What follows belongs to an exercise in optimizing a design on an open flow for small area, a short achievable clock period and few clock cycles; a production flow would make more cautious choices. The RTL was checked by simulation tests, not by an equivalence proof against the original design. Power is estimated from default activity; no workload was simulated.

<file path="flow/config.mk">
export PLATFORM = sky130hd
export DESIGN_NAME = elliott900
export DESIGN_NICKNAME = elliott900
export VERILOG_FILES = /design/flow/design.v
export SDC_FILE = /design/flow/constraint.sdc
export NUM_CORES = 4
export LEC_CHECK = 0
export CAP_MARGIN = 20
export CORE_MARGIN = 2
export CORE_UTILIZATION = 40
export PLACE_DENSITY = 0.6
export SLEW_MARGIN = 20
</file>
<file path="flow/constraint.sdc">
create_clock -name core_clock -period 7.0 [get_ports {clk}]
set_input_delay 1.4000 -clock core_clock [delete_from_list [all_inputs] [get_ports {clk}]]
set_output_delay 1.4000 -clock core_clock [all_outputs]
set_load 0.01 [all_outputs]
</file>
<file path="flow/design.v">
module elliott900 (
    input  wire        clk,
    input  wire        rst,           
    input  wire [17:0] start_addr,    
    input  wire [31:0] limit,         
    output wire        mem_req,
    output wire        mem_we,
    output wire [13:0] mem_addr,
    output wire [17:0] mem_wdata,
    input  wire        mem_ack,
    input  wire [17:0] mem_rdata,
    output wire        io_req,
    output wire [2:0]  io_dev,
    output wire [7:0]  io_out,
    input  wire        io_ack,
    input  wire [7:0]  io_in,
    input  wire [1:0]  io_status,
    output wire        halted,
    output wire [4:0]  exit_code,
    output wire [2:0]  fatal_cause,
    output wire [13:0] stop_addr,
    output wire [17:0] acc_a,
    output wire [17:0] acc_q
);
    localparam [3:0] S_INIT  = 4'd0,    
                     S_RSCR  = 4'd1,    
                     S_WSCR  = 4'd2,    
                     S_FETCH = 4'd3,    
                     S_RB    = 4'd4,    
                     S_EXEC  = 4'd5,    
                     S_ROP   = 4'd6,    
                     S_OP    = 4'd7,    
                     S_WOP   = 4'd8,    
                     S_MUL   = 4'd9,
                     S_DIV   = 4'd10,
                     S_IO    = 4'd11,
                     S_DONE  = 4'd12,   
                     S_HALT  = 4'd13;
    localparam [2:0] C_SCR_OVERFLOW  = 3'd1,
                     C_ADDRESS_RANGE = 3'd2,
                     C_SHIFT_RANGE   = 3'd3,
                     C_UNSUPPORTED   = 3'd4,
                     C_DIVIDE_ZERO   = 3'd5,
                     C_DEVICE_ERROR  = 3'd6;
    localparam [2:0] D_READER = 3'd0, D_TTYIN = 3'd1, D_PLOT = 3'd2,
                     D_PUNCH  = 3'd3, D_TTYOUT = 3'd4;
    function [17:0] io_word;
        input [3:0] i;
        case (i)
            4'd0:    io_word = 18'o777775;
            4'd1:    io_word = 18'o017764;
            4'd2:    io_word = 18'o117775;
            4'd3:    io_word = 18'o364000;
            4'd4:    io_word = 18'o237772;
            4'd5:    io_word = 18'o217767;
            4'd6:    io_word = 18'o364000;
            4'd7:    io_word = 18'o537764;
            4'd8:    io_word = 18'o240001;
            4'd9:    io_word = 18'o100001;
            4'd10:   io_word = 18'o237766;
            default: io_word = 18'o217761;
        endcase
    endfunction
    reg [3:0]  state;
    reg [3:0]  init_cnt;
    reg        level4;         
    reg        first;          
    reg [17:0] A, Q;
    reg [13:0] last_scr;
    reg [3:0]  fn;
    reg [15:0] m;
    reg [17:0] opv;
    reg [13:0] wa;
    reg [17:0] wd;
    reg [31:0] icount;
    reg [35:0] mul_acc, mul_cand;
    reg [17:0] mul_plier;
    reg        mul_neg;
    reg [35:0] div_nq;
    reg [17:0] div_rem;
    reg [17:0] div_d;
    reg        div_neg;
    reg [5:0]  seq_cnt;
    reg [4:0]  h_code;
    reg [2:0]  h_cause;
    reg [13:0] h_stop;
    wire [13:0] scr_idx = level4 ? 14'd6 : 14'd0;
    wire [13:0] b_idx   = level4 ? 14'd7 : 14'd1;
    reg        mreq, mwe;
    reg [13:0] maddr;
    reg [17:0] mwdata;
    always @(*) begin
        mreq = 1'b0; mwe = 1'b0; maddr = 14'd0; mwdata = 18'd0;
        case (state)
            S_INIT: begin
                mreq = 1'b1; mwe = 1'b1;
                if (init_cnt == 4'd12) begin
                    maddr = 14'd0; mwdata = start_addr;
                end else begin
                    maddr = 14'd8180 + {10'd0, init_cnt}; mwdata = io_word(init_cnt);
                end
            end
            S_RSCR:  begin mreq = 1'b1; maddr = scr_idx; end
            S_WSCR:  begin mreq = 1'b1; mwe = 1'b1; maddr = scr_idx; mwdata = {4'd0, last_scr} + 18'd1; end
            S_FETCH: begin mreq = 1'b1; maddr = last_scr; end
            S_RB:    begin mreq = 1'b1; maddr = b_idx; end
            S_ROP:   begin mreq = 1'b1; maddr = m[13:0]; end
            S_WOP:   begin mreq = 1'b1; mwe = 1'b1; maddr = wa; mwdata = wd; end
            default: ;
        endcase
    end
    assign mem_req   = mreq;
    assign mem_we    = mwe;
    assign mem_addr  = maddr;
    assign mem_wdata = mwdata;
    wire        m_bad   = m[15:14] != 2'b00;                        
    wire        m_prot  = !level4 && m[13:0] >= 14'd8180 && m[13:0] <= 14'd8191;
    wire [12:0] key     = m[12:0];
    wire [14:0] scr_p1  = {1'b0, last_scr} + 15'd1;                 
    wire [35:0] aq       = {A, Q};
    wire        sh_left  = key <= 13'd2047;
    wire        sh_right = key >= 13'd6144;
    wire [13:0] sh_rn    = 14'd8192 - {1'b0, key};
    wire [5:0]  sh_k     = sh_left  ? ((key > 13'd36) ? 6'd36 : key[5:0])
                                    : ((sh_rn > 14'd36) ? 6'd36 : sh_rn[5:0]);
    wire [35:0] sh_l     = aq << sh_k;
    wire [35:0] sh_r     = $signed(aq) >>> sh_k;
    wire [35:0] sh_res   = sh_left ? sh_l : sh_r;
    wire [17:0] mag_a   = A[17] ? (18'd0 - A) : A;
    wire [17:0] mag_v   = opv[17] ? (18'd0 - opv) : opv;
    wire [35:0] mag_aq  = A[17] ? (36'd0 - aq) : aq;
    wire [35:0] mul_p   = mul_neg ? (36'd0 - mul_acc) : mul_acc;
    wire [18:0] div_sh  = {div_rem, div_nq[35]};
    wire        div_ge  = div_sh >= {1'b0, div_d};
    wire [36:0] div_t   = div_neg ? (37'd0 - {1'b0, div_nq}) : {1'b0, div_nq};
    wire [17:0] div_quo = div_t[18:1];
    wire [17:0] rd_a    = {A[10:0], 7'd0} | {10'd0, io_in};
    reg [2:0] dev;
    always @(*) begin
        case (key)
            13'd2048: dev = D_READER;
            13'd2052: dev = D_TTYIN;
            13'd4864: dev = D_PLOT;
            13'd6144: dev = D_PUNCH;
            default:  dev = D_TTYOUT;
        endcase
    end
    wire key_ok = key == 13'd2048 || key == 13'd2052 || key == 13'd4864 ||
                  key == 13'd6144 || key == 13'd6148;
    assign io_req = state == S_IO;
    assign io_dev = (state == S_IO) ? dev : 3'd0;
    assign io_out = (state != S_IO)    ? 8'd0 :
                    (dev == D_PLOT)    ? {2'd0, A[5:0]} :
                    (dev == D_PUNCH)   ? A[7:0] :
                    (dev == D_TTYOUT)  ? {1'b0, A[6:0]} : 8'd0;
    assign halted      = state == S_HALT;
    assign exit_code   = h_code;
    assign fatal_cause = h_cause;
    assign stop_addr   = h_stop;
    assign acc_a       = A;
    assign acc_q       = Q;
    task fatal;
        input [2:0] cause;
        begin
            h_code  <= 5'd1;
            h_cause <= cause;
            state   <= S_HALT;
        end
    endtask
    task halt;
        input [4:0] code;
        begin
            h_code <= code;
            state  <= S_HALT;
        end
    endtask
    task store;    
        input [17:0] data;
        begin
            if (m_prot) begin
                state <= S_DONE;
            end else begin
                wa    <= m[13:0];
                wd    <= data;
                state <= S_WOP;
            end
        end
    endtask
    always @(posedge clk) begin
        if (rst) begin
            state    <= S_INIT;
            init_cnt <= 4'd0;
            level4   <= 1'b0;
            first    <= 1'b1;
            A        <= 18'd0;
            Q        <= 18'd0;
            icount   <= 32'd0;
            h_code   <= 5'd0;
            h_cause  <= 3'd0;
            h_stop   <= 14'd0;
        end else begin
            case (state)
                S_INIT: if (mem_ack) begin
                    if (init_cnt == 4'd12) state <= S_RSCR;
                    init_cnt <= init_cnt + 4'd1;
                end
                S_RSCR: if (mem_ack) begin
                    if (!first && mem_rdata == {4'd0, last_scr}) begin
                        h_stop <= last_scr;
                        halt(5'd0);                                  
                    end else if (mem_rdata[17:14] != 4'd0) begin
                        fatal(C_SCR_OVERFLOW);
                    end else begin
                        last_scr <= mem_rdata[13:0];
                        state    <= S_WSCR;
                    end
                end
                S_WSCR: if (mem_ack) state <= S_FETCH;
                S_FETCH: if (mem_ack) begin
                    fn    <= mem_rdata[16:13];
                    m     <= {2'b00, last_scr[13], mem_rdata[12:0]};
                    first <= 1'b0;
                    state <= mem_rdata[17] ? S_RB : S_EXEC;
                end
                S_RB: if (mem_ack) begin
                    m     <= m + mem_rdata[15:0];
                    state <= S_EXEC;
                end
                S_EXEC: begin
                    icount <= icount + 32'd1;
                    case (fn)
                        4'd0, 4'd1, 4'd2, 4'd4, 4'd6, 4'd10, 4'd12, 4'd13:
                            if (m_bad) fatal(C_ADDRESS_RANGE);
                            else       state <= S_ROP;
                        4'd3:
                            if (m_bad) fatal(C_ADDRESS_RANGE);
                            else       store({1'b0, Q[17:1]});
                        4'd5:
                            if (m_bad) fatal(C_ADDRESS_RANGE);
                            else       store(A);
                        4'd11: begin
                            Q <= {3'd0, scr_p1 & 15'h6000};
                            if (m_bad) fatal(C_ADDRESS_RANGE);
                            else       store({5'd0, scr_p1[12:0]});
                        end
                        4'd7, 4'd8, 4'd9: begin
                            if (fn == 4'd8 || (fn == 4'd7 && A == 18'd0) ||
                                (fn == 4'd9 && A[17])) begin
                                wa    <= scr_idx;
                                wd    <= {2'd0, m};
                                state <= S_WOP;
                            end else begin
                                state <= S_DONE;
                            end
                        end
                        4'd14: begin
                            if (sh_left || sh_right) begin
                                A     <= sh_res[35:18];
                                Q     <= sh_res[17:0];
                                state <= S_DONE;
                            end else begin
                                fatal(C_SHIFT_RANGE);
                            end
                        end
                        default: begin    
                            if (key == 13'd7168) begin
                                level4 <= 1'b1;
                                state  <= S_DONE;
                            end else if (key_ok) begin
                                state  <= S_IO;
                            end else begin
                                fatal(C_UNSUPPORTED);
                            end
                        end
                    endcase
                end
                S_ROP: if (mem_ack) begin
                    opv   <= mem_rdata;
                    state <= S_OP;
                end
                S_OP: begin
                    case (fn)
                        4'd0: begin
                            Q     <= opv;
                            wa    <= b_idx;
                            wd    <= opv;
                            state <= S_WOP;
                        end
                        4'd1: begin A <= A + opv;  state <= S_DONE; end
                        4'd2: begin A <= opv - A;  state <= S_DONE; end
                        4'd4: begin A <= opv;      state <= S_DONE; end
                        4'd6: begin A <= A & opv;  state <= S_DONE; end
                        4'd10: store(opv + 18'd1);
                        4'd12: begin
                            mul_acc   <= 36'd0;
                            mul_cand  <= {18'd0, mag_a};
                            mul_plier <= mag_v;
                            mul_neg   <= A[17] ^ opv[17];
                            seq_cnt   <= 6'd0;
                            state     <= S_MUL;
                        end
                        default: begin    
                            if (opv == 18'd0) begin
                                fatal(C_DIVIDE_ZERO);
                            end else begin
                                div_nq  <= mag_aq;
                                div_rem <= 18'd0;
                                div_d   <= mag_v;
                                div_neg <= A[17] ^ opv[17];
                                seq_cnt <= 6'd0;
                                state   <= S_DIV;
                            end
                        end
                    endcase
                end
                S_WOP: if (mem_ack) state <= S_DONE;
                S_MUL: begin
                    if (seq_cnt == 6'd18) begin
                        Q     <= {mul_p[16:0], A[17]};
                        A     <= mul_p[34:17];
                        state <= S_DONE;
                    end else begin
                        if (mul_plier[0]) mul_acc <= mul_acc + mul_cand;
                        mul_cand  <= mul_cand << 1;
                        mul_plier <= mul_plier >> 1;
                        seq_cnt   <= seq_cnt + 6'd1;
                    end
                end
                S_DIV: begin
                    if (seq_cnt == 6'd36) begin
                        A     <= div_quo | 18'd1;
                        Q     <= div_quo & 18'o777776;
                        state <= S_DONE;
                    end else begin
                        div_rem <= div_ge ? (div_sh[17:0] - div_d) : div_sh[17:0];
                        div_nq  <= {div_nq[34:0], div_ge};
                        seq_cnt <= seq_cnt + 6'd1;
                    end
                end
                S_IO: if (io_ack) begin
                    case (io_status)
                        2'd0: begin
                            if (dev == D_READER || dev == D_TTYIN) A <= rd_a;
                            state <= S_DONE;
                        end
                        2'd1: halt((dev == D_READER) ? 5'd2 : 5'd4);    
                        2'd2: halt(5'd16);                              
                        default: fatal(C_DEVICE_ERROR);
                    endcase
                end
                S_DONE: begin
                    if (limit != 32'd0 && icount >= limit) halt(5'd8);
                    else                                   state <= S_RSCR;
                end
                default: ;    
            endcase
        end
    end
endmodule
</file>
<file path="flow/run.sh">
#!/bin/bash
# synth_recipe.tcl (not shown) runs the flow's synth.tcl, then flattens the netlist and writes it again
# the make line also repeats each setting of config.mk as NAME=value (left out here)
make -C /OpenROAD-flow-scripts/flow DESIGN_CONFIG=/design/flow/config.mk WORK_HOME=/design/flow/orfs CLKGATE_MAP_FILE= SYNTH_SCRIPT=/design/flow/synth_recipe.tcl finish
</file>
==> summary.md <==
| Metric | Value |
|---|---|
| Status | no timing/DRC/antenna violations |
| Layout overhead on the synthesized area | 14.6% |
| Clk sinks | around 360 |
| Final standard cell utilization of the core | 0.463 |
| HP Class | flip-flop to flip-flop |
| Global routing usage summed across all routing layers | 0.346 |
| Actual slew at the worst max-slew pin | roughly 1200 ps |
| Floorplan row count | ~100 |
| Post-synthesis async set-or-reset flop share | 0 |
| Share of the yosys chip area belonging to registers | 0.319 |
| Syn nets | 4020 |
| Vias after detailed routing | 31500 |
| DRC | 0 |
| Max Cap Viol | 0 |
| Final HPWL from detailed placement | 105000 um |
| First-iteration detailed-routing DRC count | 4737 |
| Total clock buffers created by CTS | 46 |
| Clock tree skew after final layout | approximately 36 ps |
| Cell variety after synth | 100 |
| CTS root buffer | sky130_fd_sc_hd__clkbuf_16 |
| CTS tree | built |
| Worst-Skew Late Latency | roughly 600 ps |
| Kind of launch point of the worst setup path | flip-flop |
| Width of the chip | 281 um |
| Instance count after placement with tap cells included | 4842 |
| Count of buffers from port buffering | 186 |
| Setup TNS | 0 ps |
| Critical Path Sink Type | flip-flop |
| Max Freq | 186 MHz |
| Crit Path Category | flip-flop to flip-flop |
| Hold-fix buffers at CTS | 0 |
| Minimum period implied by the final worst setup slack | 5380 ps |
| Number of buffers on the longest clock path | 3 |
| Final cell area excluding filler cells | approximately 35000 um2 |
| Count of instances resized after the clock tree is built | 0 |
| Initial standard-cell utilization of the core | 0.404 |
| Number of search-and-repair iterations in the first detailed-routing pass | 8 |
| WL/cell | roughly 28 um |
| Overall die area | roughly 79000 um2 |
| Post-Place Cell Area | approximately 34000 um2 |
| Share of layout cells above drive strength 1 | 0.0764 |
| IR Drop Worst-Case VDD | 0.155 mV |
| Core region area | 75900 um2 |
| Count of placed standard cells in the final layout, fillers left out | between 4000 and 5000 |
| Maximum level of the CTS H-tree | 2 |
| Clock edge transition at the registers on the reported setup and hold paths | 60 ps |
| Areal power density over the cells | about 140 nW/um2 |
| Antenna violations before repair | 5 |
| EDFF count, synth | 252 |
| Number of pins with negative max-slew slack in the final report | 0 |
| Critical Path AT | 5870 ps |
| Global placement routability congestion | ~1.1 |
| Vias in the first global route | between 20000 and 30000 |
| Number of nets with antenna violations after routing | 0 |
| Routed Wire Length | roughly 140000 um |
| Crit share post-route | 0.768 |
| Wire length of the first global-routing pass | just over 200000 um |
| Cell count of the worst reg-to-reg path | 15 |
| Number of nets in the finished design | between 4000 and 5000 |
| Number of setup buffers added after CTS | 0 |
| Synthesized area | 30600 um2 |
| Maximum number of pins on one net before global-route repair | 77 |
| Most used DFF post-synth | sky130_fd_sc_hd__edfxtp_1 |
| Worst Path Required | 7500 ps |
| Total leakage power | 12.6 nW |
| Hold path depth | 1 |
| Headroom to the max-slew limit | 0.215 |
| Hold Violations, Final | 0 |
| IO Pins | 187 |
| Mean number of vias per cell | around 6.4 |
| Average instance area after synthesis | 8.09 um2 |
| Post-Syn Instances | between 3000 and 4000 |
| Critical path fanouts, max | 42 |
| Overflow left after global routing | 0 |
| Yosys Warn Count | 1 |
| Die height | roughly 280 um |
| Total setup violations reported at the end of the flow | 0 |
| FF+latch count, synth | 363 |
| Setup repair after global routing missed its margin | false |
[final timing paths]
check | start | to | slack [ps]
worst max-delay path | m[0] | A[2] | 1620
worst min-delay path | h_code[3] | h_code[3] | 470
worst max register to register | m[0] | A[2] | 1620
worst min register to register | h_code[3] | h_code[3] | 470
[cells in the mapped netlist (all sizes together), types with 39 or more instances]
master / number / area (um2)
a21oi: 179 / 930
a21o: 53 / 405
or3: 39 / 244
ha: 146 / 1830
o31ai: 41 / 327
o22ai: 69 / 432
or2: 48 / 300
clkbuf: 213 / 800
nor2: 445 / 1680
buf: 63 / 334
nor4: 40 / 265
mux2i: 61 / 611
xnor2: 120 / 1050
nand3: 115 / 576
o211ai: 74 / 556
nand2: 395 / 1490
a211oi: 63 / 473
nand4: 40 / 250
inv: 114 / 428
dfxtp: 111 / 2220
o21ai: 311 / 1580
nor3: 94 / 492
xor2: 160 / 1400
and2: 40 / 250
edfxtp: 252 / 7570
nand2b: 53 / 332
[flip-flops by register name, indices dropped and copies added (netlist names), 4 cells and up, named ones only]
name / cells
div_d: 18
seq_cnt: 6
opv: 18
mul_plier: 18
h_stop: 14
init_cnt: 4
wa: 14
h_code: 5
state: 4
div_rem: 18
m: 16
mul_acc: 35
fn: 4
Q: 17
div_nq: 36
mul_cand: 35
A: 17
wd: 18
icount: 32
last_scr: 14
[cells in the final DEF (no fill, tap or decap), types with 30 or more instances in the layout]
| cell type | count |
|---|---|
| sky130_fd_sc_hd__nor2_1 | 439 |
| sky130_fd_sc_hd__nand2_1 | 394 |
| sky130_fd_sc_hd__o21ai_0 | 289 |
| sky130_fd_sc_hd__edfxtp_1 | 252 |
| sky130_fd_sc_hd__clkdlybuf4s50_1 | 185 |
| sky130_fd_sc_hd__a21oi_1 | 171 |
| sky130_fd_sc_hd__xor2_1 | 160 |
| sky130_fd_sc_hd__ha_1 | 146 |
| sky130_fd_sc_hd__xnor2_1 | 120 |
| sky130_fd_sc_hd__buf_4 | 115 |
| sky130_fd_sc_hd__inv_1 | 114 |
| sky130_fd_sc_hd__nand3_1 | 114 |
| sky130_fd_sc_hd__dfxtp_1 | 110 |
| sky130_fd_sc_hd__nor3_1 | 85 |
| sky130_fd_sc_hd__o211ai_1 | 74 |
| sky130_fd_sc_hd__o22ai_1 | 68 |
| sky130_fd_sc_hd__a211oi_1 | 63 |
| sky130_fd_sc_hd__mux2i_1 | 61 |
| sky130_fd_sc_hd__nand2b_1 | 53 |
| sky130_fd_sc_hd__a21o_1 | 52 |
| sky130_fd_sc_hd__or2_2 | 48 |
| sky130_fd_sc_hd__clkbuf_16 | 46 |
| sky130_fd_sc_hd__and2_1 | 40 |
| sky130_fd_sc_hd__nand4_1 | 40 |
| sky130_fd_sc_hd__or3_1 | 39 |
| sky130_fd_sc_hd__o31ai_1 | 39 |
| sky130_fd_sc_hd__nor4_1 | 38 |
| sky130_fd_sc_hd__a221oi_1 | 32 |
| sky130_fd_sc_hd__a31oi_1 | 30 |
[where the power goes]
group | leakage [nW] | switching [mW] | internal, mW
Clock | 0.724 | 1.02 | 1.34
Combinational | 8.68 | 0.105 | 0.0990
Sequential | 3.20 | 0.00423 | 2.28
Total | 12.6 | 1.13 | 3.72
[final cells by class]
type                    count  area [um2]
repair buffers            301        2730
multi-input cells        3030       19400
fillers                  7555       40800
clock inverters            30         275
diodes                      2        5.00
clock buffers              56        1200
inverters                 119         447
well taps                1030        1290
flip-flops and latches    363        9790
[logic make-up after synthesis]
family / after synthesis / synth area share
compound gates: 1127 / 0.248
xor+xnor: 280 / 0.0800
fa+ha+maj: 150 / 0.0622
buf+inv: 395 / 0.0516
flops: 363 / 0.319
mux: 75 / 0.0263
simple gates: 1398 / 0.212
[through the flow]
step | hold WS, ps | total power, mW | worst slack, ps
3_3_place_gp | 463 | 2.53 | 1890
5_1_grt | 495 | 4.98 | 1400
4_1_cts | 477 | 4.89 | 1730
6_report | 473 | 4.85 | 1620
3_5_place_dp | 463 | 2.53 | 1880
2_1_floorplan | 442 | 2.42 | 1740
[worst max-delay path, stage by stage, from the launching register on]
cell	delay [ps]
sky130_fd_sc_hd__edfxtp_1	380
sky130_fd_sc_hd__inv_1	60
sky130_fd_sc_hd__buf_4	290
sky130_fd_sc_hd__ha_1	390
sky130_fd_sc_hd__nand2b_1	160
sky130_fd_sc_hd__nor4b_4	260
sky130_fd_sc_hd__xnor2_1	170
sky130_fd_sc_hd__a21o_4	400
sky130_fd_sc_hd__o21ai_2	670
sky130_fd_sc_hd__nand3_1	670
sky130_fd_sc_hd__buf_4	430
sky130_fd_sc_hd__o22ai_1	440
sky130_fd_sc_hd__nor2_1	140
sky130_fd_sc_hd__a21oi_1	320
sky130_fd_sc_hd__o21ai_0	190
sky130_fd_sc_hd__a211oi_1	270
[layer usage]
layer,global-route usage,routed length [um],vias up,part of all wire
li1,-,-,14100,-
met1,0.464,57700,15000,0.41
met2,0.523,59600,1848,0.43
met3,0.0710,13800,456,0.099
met4,0.183,8790,2,0.063
met5,0,13,-,0.000093
Testbench counts, summed over its fixed seeds: cycles 364,449.

==> afterwards: timing with drivers on the ports <==
The results above use ideal ports. As a check the final layout listed here was re-extracted and re-timed, cells and wires unchanged.
Step 1, drivers: a clkbuf_16 drives clk and a buf_2 each remaining input, both assumed.
Step 2 also shifts input and output timing later by t, the mid clock arrival at the registers, as if the neighbouring blocks saw the same clock.
Slacks: no drivers / after step 1 / after step 2; pairs: no drivers / after step 1.
shift t [ns]: 0.653
slack for setup (ns): 1.625 / 1.573 / 1.625
worst setup path at the end: register to register
worst register clock-pin slew, ns: 0.07 / 0.07
worst slew at a driven data input, ns: 0.05
After both steps setup and hold are still met in this run. For this run, drivers alone change the setup slack by -0.052 ns; drivers and shift together by 0.000 ns.
